This is an optimization exercise on Yosys and OpenROAD, whose aim is small area, a short achievable clock period and few clock cycles, not a production implementation. Function was checked by simulation only, so behaviour that the tests miss may differ from the original.

==> inputs of v26 <==
Design bdm_codec, start of the top module:
module bdm_codec (
    input  wire         clk,
    input  wire         rst,
    input  wire         req_valid,
    output wire         req_ready,
    input  wire [7:0]   req,
    input  wire [7:0]   p0,
    input  wire [7:0]   p1,
    input  wire [39:0]  hdr,
    input  wire [8:0]   din_len,
    input  wire         din_valid,
    output wire         din_ready,
    input  wire [7:0]   din_data,
    output wire         dout_valid,
    input  wire         dout_ready,
    output wire [7:0]   dout_data,
    output wire         dout_last,
    output wire         done,
    output wire [3:0]   st,
    output wire [2:0]   cls,
    output wire [7:0]   rb,
    output wire         rf,
    output wire [7:0]   opc,
    output wire [7:0]   ctl,
    output wire [7:0]   len,
    output wire [191:0] fld,
    output wire [7:0]   fv
);
==> flow/config.mk <==
export PLATFORM = sky130hd
export DESIGN_NAME = bdm_codec
export DESIGN_NICKNAME = bdm_codec
export VERILOG_FILES = /design/flow/design.v
export SDC_FILE = /design/flow/constraint.sdc
export NUM_CORES = 4
export LEC_CHECK = 0
export ABC_AREA = 1
export CAP_MARGIN = 20
export CORE_MARGIN = 2
export CORE_UTILIZATION = 40
export CTS_BUF_LIST = sky130_fd_sc_hd__clkbuf_16
export CTS_CLUSTER_DIAMETER = 80
export CTS_CLUSTER_SIZE = 20
export PLACE_DENSITY = 0.7
export SETUP_SLACK_MARGIN = 3.5
export SLEW_MARGIN = 20
==> flow/constraint.sdc <==
create_clock -name core_clock -period 6.0 [get_ports {clk}]
set_input_delay 1.2000 -clock core_clock [delete_from_list [all_inputs] [get_ports {clk}]]
set_output_delay 1.2000 -clock core_clock [all_outputs]
set_load 0.01 [all_outputs]
standard.sh (not shown) runs the stock make flow with config.mk's settings and CLKGATE_MAP_FILE= SYNTH_SCRIPT=/design/flow/synth_recipe.tcl, a recipe that flattens the netlist after the stock synthesis.
==> flow/flow/run.sh <==
#!/bin/bash
set -euo pipefail
export BUFFER_PORTS_ARGS="-buffer_cell sky130_fd_sc_hd__buf_1"
bash standard.sh > standard.log 2>&1
==> inputs of v21, as changes to v26 <==
--- a/flow/design.v
+++ b/flow/design.v
@@ -68,15 +68,14 @@
     reg         f_pshort;    
     reg         f_opc;       
     reg  [7:0]  r_ctl;
     reg  [7:0]  r_opc;
     reg  [7:0]  bn [0:2];
     reg  [7:0]  b [3:13];
     reg  [3:0]  st_q;
-    reg         cs_bad;      
     reg  [2:0]  cls_q;
     reg         rf_q;
     reg  [7:0]  gfn;         
     wire [15:0] eh = 16'd1 << ent;           
     wire [7:0] e_grp = {eh[11], eh[10], eh[9], eh[8], eh[6], eh[4], eh[2], eh[0]};
     wire [7:0] e_wop = ({8{eh[0]}}  & 8'h19) | ({8{eh[1]}}  & 8'h18) |
                        ({8{eh[2]}}  & 8'hAD) | ({8{eh[3]}}  & 8'hAC) |
@@ -85,16 +84,15 @@
                        ({8{eh[8]}}  & 8'h33) | ({8{eh[9]}}  & 8'h2F) |
                        ({8{eh[10]}} & 8'h85) | ({8{eh[11]}} & 8'h15);
     wire [7:0] e_minl = eh[2] ? 8'd4 : eh[8] ? 8'd5 : eh[11] ? 8'd16 : 8'd3;
     wire e_get = (e_grp != 8'h00);
     wire e_src = (ent == 4'h3);
     wire [3:0] rop = req[3:0];
     wire [3:0] ren = req[7:4];
-    wire rdy  = !(k_din || k_enc_hdr || k_enc_dat || k_enc_cs || k_build || k_clr || dv);
-    wire take = req_valid && rdy;
+    wire take = req_valid && rr;
     wire op_din   = (rop == 4'h1) || (rop == 4'h2) || (rop == 4'h3) ||
                     (rop == 4'h5) || (rop == 4'h7);
     wire ill_op   = (rop == 4'h0) || (rop > 4'h9);
     wire ill_ent  = ((rop == 4'h6) || (rop == 4'h7)) && (ren > 4'hB);
     wire too_long = (op_din && (din_len > 9'd261)) || ((rop == 4'h4) && (din_len > 9'd255));
     wire n_zero   = (din_len == 9'd0);
     wire frame_op = (rop == 4'h5) || (rop == 4'h7);
@@ -142,37 +140,36 @@
             2'd3:    hbyte = ~bn[2];
             default: hbyte = r_ctl;
         endcase
     end
     wire [7:0] x_cs = x ^ (dv ? dd : 8'h00);
     wire cs_ok  = (x == din_data);
     wire pre_ok = !f_trunc && !f_len && !f_opc && !f_pshort;
-    wire [7:0] rem2 = rem[7:0] - 8'd2;
     wire fin_ok = pre_ok && cs_ok;
     reg [3:0] st_fin;
     reg [2:0] cls_fin;
     always @(*) begin
         if (f_trunc)          begin st_fin = ST_TRUNC;     cls_fin = 3'd1; end
-        else if (cs_bad)      begin st_fin = ST_CHECKSUM;  cls_fin = 3'd2; end
+        else if (!cs_ok)      begin st_fin = ST_CHECKSUM;  cls_fin = 3'd2; end
         else if (f_len)       begin st_fin = ST_LENGTH;    cls_fin = 3'd1; end
         else if (f_opc)       begin st_fin = ST_UNEXP_OPC; cls_fin = 3'd3; end
         else if (f_pshort)    begin st_fin = ST_PAY_SHORT; cls_fin = 3'd3; end
         else                  begin st_fin = ST_OK;        cls_fin = 3'd0; end
     end
     wire din_end = k_din && din_fire && lastf;       
     wire fail_end = din_end && k_frame && !fin_ok;
     wire [7:0] bz   = din_data & {8{k_din}};
-    wire       bclr = rdy || k_clr;
+    wire       bclr = rr || k_clr;
     always @(posedge clk) begin
-        st_q   <= rdy ? st_take : k_clr ? st_fin : ST_OK;
-        cls_q  <= rdy ? cls_take : k_clr ? cls_fin : 3'd0;
-        cs_bad <= !cs_ok;
-        rf_q  <= k_din && lastf && k_verify && cs_ok;
-        gfn   <= ~((k_din && lastf && k_pget && fin_ok) ? e_grp : 8'h00);
+        st_q  <= take ? st_take : (din_end && k_frame) ? st_fin : k_clr ? st_q : ST_OK;
+        cls_q <= take ? cls_take : (din_end && k_frame) ? cls_fin : k_clr ? cls_q : 3'd0;
+        rf_q  <= din_end && k_verify && cs_ok;
+        gfn   <= ~((din_end && k_pget && fin_ok) ? e_grp : 8'h00);
     end
+    wire skid_out = k_enc_dat && !din_fire && skv && adv;    
     always @(posedge clk) begin
         if (rst) begin
             rr        <= 1'b1;
             dr        <= 1'b0;
             dv        <= 1'b0;
             dn        <= 1'b0;
             k_din     <= 1'b0;
@@ -255,97 +252,98 @@
             if (out_end) begin
                 dv <= 1'b0;
                 dn <= 1'b1;
                 rr <= 1'b1;
             end
         end
     end
-    wire dd_hdr  = k_enc_hdr;                                     
-    wire dd_din  = k_enc_dat && !skv;
-    wire dd_skid = k_enc_dat && skv;                              
-    wire dd_cs   = k_enc_cs || (k_build && b_cs);                 
-    wire dd_bld  = k_build && !b_cs;                              
-    wire [7:0] dd_nx = ({8{rdy}}     & (rop[1] ? 8'hA6 : hdr[7:0])) |
-                       ({8{dd_hdr}}  & hbyte) |
-                       ({8{dd_din}}  & din_data) |
-                       ({8{dd_skid}} & r_opc) |
-                       ({8{dd_cs}}   & x_cs) |
-                       ({8{dd_bld}}  & bbyte);
-    always @(posedge clk)
-        if (rdy || ((k_enc_hdr || k_enc_dat || k_enc_cs || k_build) && adv))
-            dd <= dd_nx;
     integer i;
     always @(posedge clk) begin
-        if (rdy) begin
+        if (rr) begin
             k_csum   <= (rop == 4'h2);
             k_verify <= (rop == 4'h3);
             k_frame  <= frame_op;
             k_pget   <= (rop == 4'h7) && r_get;
             k_ser    <= (rop == 4'h7) && (ren == 4'hB);
             k_xsel   <= (rop == 4'h1) || (rop == 4'h2);
             ent      <= ren;
             rem      <= din_len;
             lastf    <= (din_len == 9'd1);
+            m        <= (go_din && frame_op) ? din_len[7:0] - 8'd6 : 8'h00;
             c        <= 5'd0;
             cb       <= 4'd1;
             dl       <= 1'b0;
+            dd       <= (rop == 4'h4) ? hdr[7:0] : 8'hA6;
+            x        <= (rop == 4'h9) ? acc_fed : 8'h00;
             f_trunc  <= frame_op && (din_len < 9'd7);
             f_len    <= 1'b0;
             f_pshort <= 1'b0;
             f_opc    <= 1'b0;
             bn[0]    <= ~hdr[15:8];
             bn[1]    <= ~hdr[23:16];
             bn[2]    <= ~hdr[31:24];
+            r_ctl    <= go_enc ? hdr[39:32] : go_build ? p0 : 8'h00;
+            r_opc    <= go_build ? p1 : 8'h00;
         end
         for (i = 3; i < 14; i = i + 1)
-            if (bclr || (k_din && k_ser && c == i + 7))
+            if (bclr || (k_ser && din_fire && c == i + 7))
                 b[i] <= bz;
         if (k_din && din_fire) begin
             c     <= c1;
             rem   <= rem - 9'd1;
             lastf <= (rem == 9'd2);
-        end
-        if (k_din) begin
+            if (!lastf)       x <= x ^ din_data;
+            else if (!k_xsel) x <= 8'h00;
+            else if (!k_csum) x <= x ^ din_data;
             if (c == 5'd4) begin
-                f_len    <= (din_data < 8'd2) || (din_data != rem2);
-                f_pshort <= k_pget && (din_data < e_minl);
+                f_len    <= (din_data < 8'd2) || (din_data != m);
+                f_pshort <= k_pget && (m < e_minl);
             end
             if (c == 5'd6) f_opc <= k_pget && (din_data != e_wop);
+            if (c == 5'd5 && k_frame) r_ctl <= din_data;
+            if (c == 5'd6 && k_frame) r_opc <= din_data;
             if (c == 5'd7) bn[0]  <= ~din_data;
             if (c == 5'd8) bn[1]  <= ~din_data;
             if (c == 5'd9) bn[2]  <= ~din_data;
         end
-        if (k_enc_hdr && adv)
+        if (k_enc_hdr && adv) begin
+            dd <= hbyte;
             cb <= cb1;
+        end
         if (k_enc_dat && din_fire) begin
             rem   <= rem - 9'd1;
             lastf <= (rem == 9'd2);
+            if (adv) dd <= din_data;
+            else     r_opc <= din_data;
         end
-        if (k_enc_cs && adv)
+        if (skid_out) dd <= r_opc;
+        if (k_enc_cs && adv) begin
+            dd <= x_cs;
             dl <= 1'b1;
+        end
         if (k_build && adv) begin
             cb <= cb1;
-            if (b_cs) dl <= 1'b1;
+            if (b_cs) begin
+                dd <= x_cs;
+                dl <= 1'b1;
+            end else begin
+                dd <= bbyte;
+            end
+        end
+        if ((k_enc_hdr || k_enc_dat || k_enc_cs || k_build || dl) && dv && dout_ready)
+            x <= x_cs;
+        if (k_clr) begin
+            r_ctl <= 8'h00;
+            r_opc <= 8'h00;
+            m     <= 8'h00;
+        end
+        if (out_end) begin
+            r_ctl <= 8'h00;
+            r_opc <= 8'h00;
         end
-    end
-    wire [7:0] x_nx = rdy   ? ((rop == 4'h9) ? acc_fed : 8'h00) :
-                      k_din ? ((lastf && !k_xsel) ? 8'h00 : x ^ din_data) :
-                              x_cs;
-    always @(posedge clk)
-        if (rdy || (k_din && din_fire && !(lastf && k_csum)) ||
-            ((k_enc_hdr || k_enc_dat || k_enc_cs || k_build || dl) && dv && dout_ready))
-            x <= x_nx;
-    wire [7:0] dz0 = (k_din || k_enc_dat) ? din_data : 8'h00;
-    always @(posedge clk) begin
-        if (rdy || (k_din && k_frame && c == 5'd5) || k_clr || out_end)
-            r_ctl <= rdy ? (go_enc ? hdr[39:32] : go_build ? p0 : 8'h00) : dz0;
-        if (rdy || (k_din && k_frame && c == 5'd6) || (k_enc_dat && !skv && !adv) || k_clr || out_end)
-            r_opc <= rdy ? (go_build ? p1 : 8'h00) : dz0;
-        if (rdy || (k_din && k_frame && c == 5'd4) || k_clr)
-            m     <= rdy ? 8'h00 : dz0;
     end
     assign req_ready  = rr;
     assign din_ready  = dr;
     assign dout_valid = dv;
     assign dout_data  = dd;
     assign dout_last  = dl;
     assign done       = dn;
==> flow/config.mk (replaced) <==
export PLATFORM = sky130hd
export DESIGN_NAME = bdm_codec
export DESIGN_NICKNAME = bdm_codec
export VERILOG_FILES = /design/flow/design.v
export SDC_FILE = /design/flow/constraint.sdc
export NUM_CORES = 4
export LEC_CHECK = 0
export ABC_AREA = 1
export CAP_MARGIN = 20
export CORE_MARGIN = 2
export CORE_UTILIZATION = 40
export CTS_BUF_LIST = sky130_fd_sc_hd__clkbuf_8
export SETUP_SLACK_MARGIN = 3.5
export SLEW_MARGIN = 20
==> summary.txt <==
Finish
  • Non-CTS buffers: 348
  • Final instance area: 13200 um2

Timing
  • Normalized max-slew margin: 41.3%
  • Worst setup margin: 3490 ps
  • Tcrit/Tclk final: 41.8%

Routing
  • Via count: slightly above 10000

Status
  • Status: complete, no violations

Global route
  • Number of global-route vias before repair: ~9100

Clock network
  • Num CTS Buffers: 17

Hold path
  • Critical hold path startpoint: acc[4]

Floorplan
  • Die H: between 150 and 200 um
  • Initial Utilization: 40.6%

Synth
  • Syn Area/Cell: slightly below 9 um2
the above is filed under v26

==> summary.txt <==
Status
  • Status: complete, no violations

Clock network
  • Num CTS Buffers: 40

Timing
  • Normalized max-slew margin: 51.5%
  • Worst setup margin: 3470 ps

Finish
  • Final instance area: roughly 14000 um2
  • Non-CTS buffers: 353

Hold path
  • Critical hold path startpoint: skv

Floorplan
  • Die H: ~170 um
  • Initial Utilization: around two fifths

Synth
  • Syn Area/Cell: 8.06 um2

Global route
  • Number of global-route vias before repair: between 10000 and 15000

Routing
  • Via count: 11200
the above is filed under v21

Testbench counts of v26, summed over its fixed seeds: cycles 26,864.
Testbench counts of v21, summed over its fixed seeds: cycles 26,864.

separate check: timing with driven ports:
The results above use ideal ports. As a check the final layouts listed here were re-extracted and re-timed, cells and wires unchanged. Step 1 (the two cells are an assumption about what drives the block):
set clk [get_ports {clk}]
set_driving_cell -lib_cell sky130_fd_sc_hd__clkbuf_16 $clk
set_driving_cell -lib_cell sky130_fd_sc_hd__buf_2 [delete_from_list [all_inputs] $clk]
Step 2 adds t to the input delays and takes it off the output delays; t is the mean of the earliest and latest rising clock arrival at the registers after step 1. Input paths then give back, and output paths get back, about the clock's delay inside the block. a / b / c = ideal / step 1 / step 2; a / b = the first two.
run	t (ns)	setup WS [ns]	hold WS [ns]	latest minus earliest clock arrival (ns)
v26	0.550	3.489 / 3.435 / 3.072	0.478 / 0.478 / 0.478	0.024 / 0.024
v21	0.573	3.475 / 3.438 / 2.989	0.470 / 0.470 / 0.470	0.023 / 0.023
After both steps every run listed still meets setup and hold. The setup slack of v21, which loses most, moves by -0.037 ns with the drivers and by -0.486 ns with both steps.
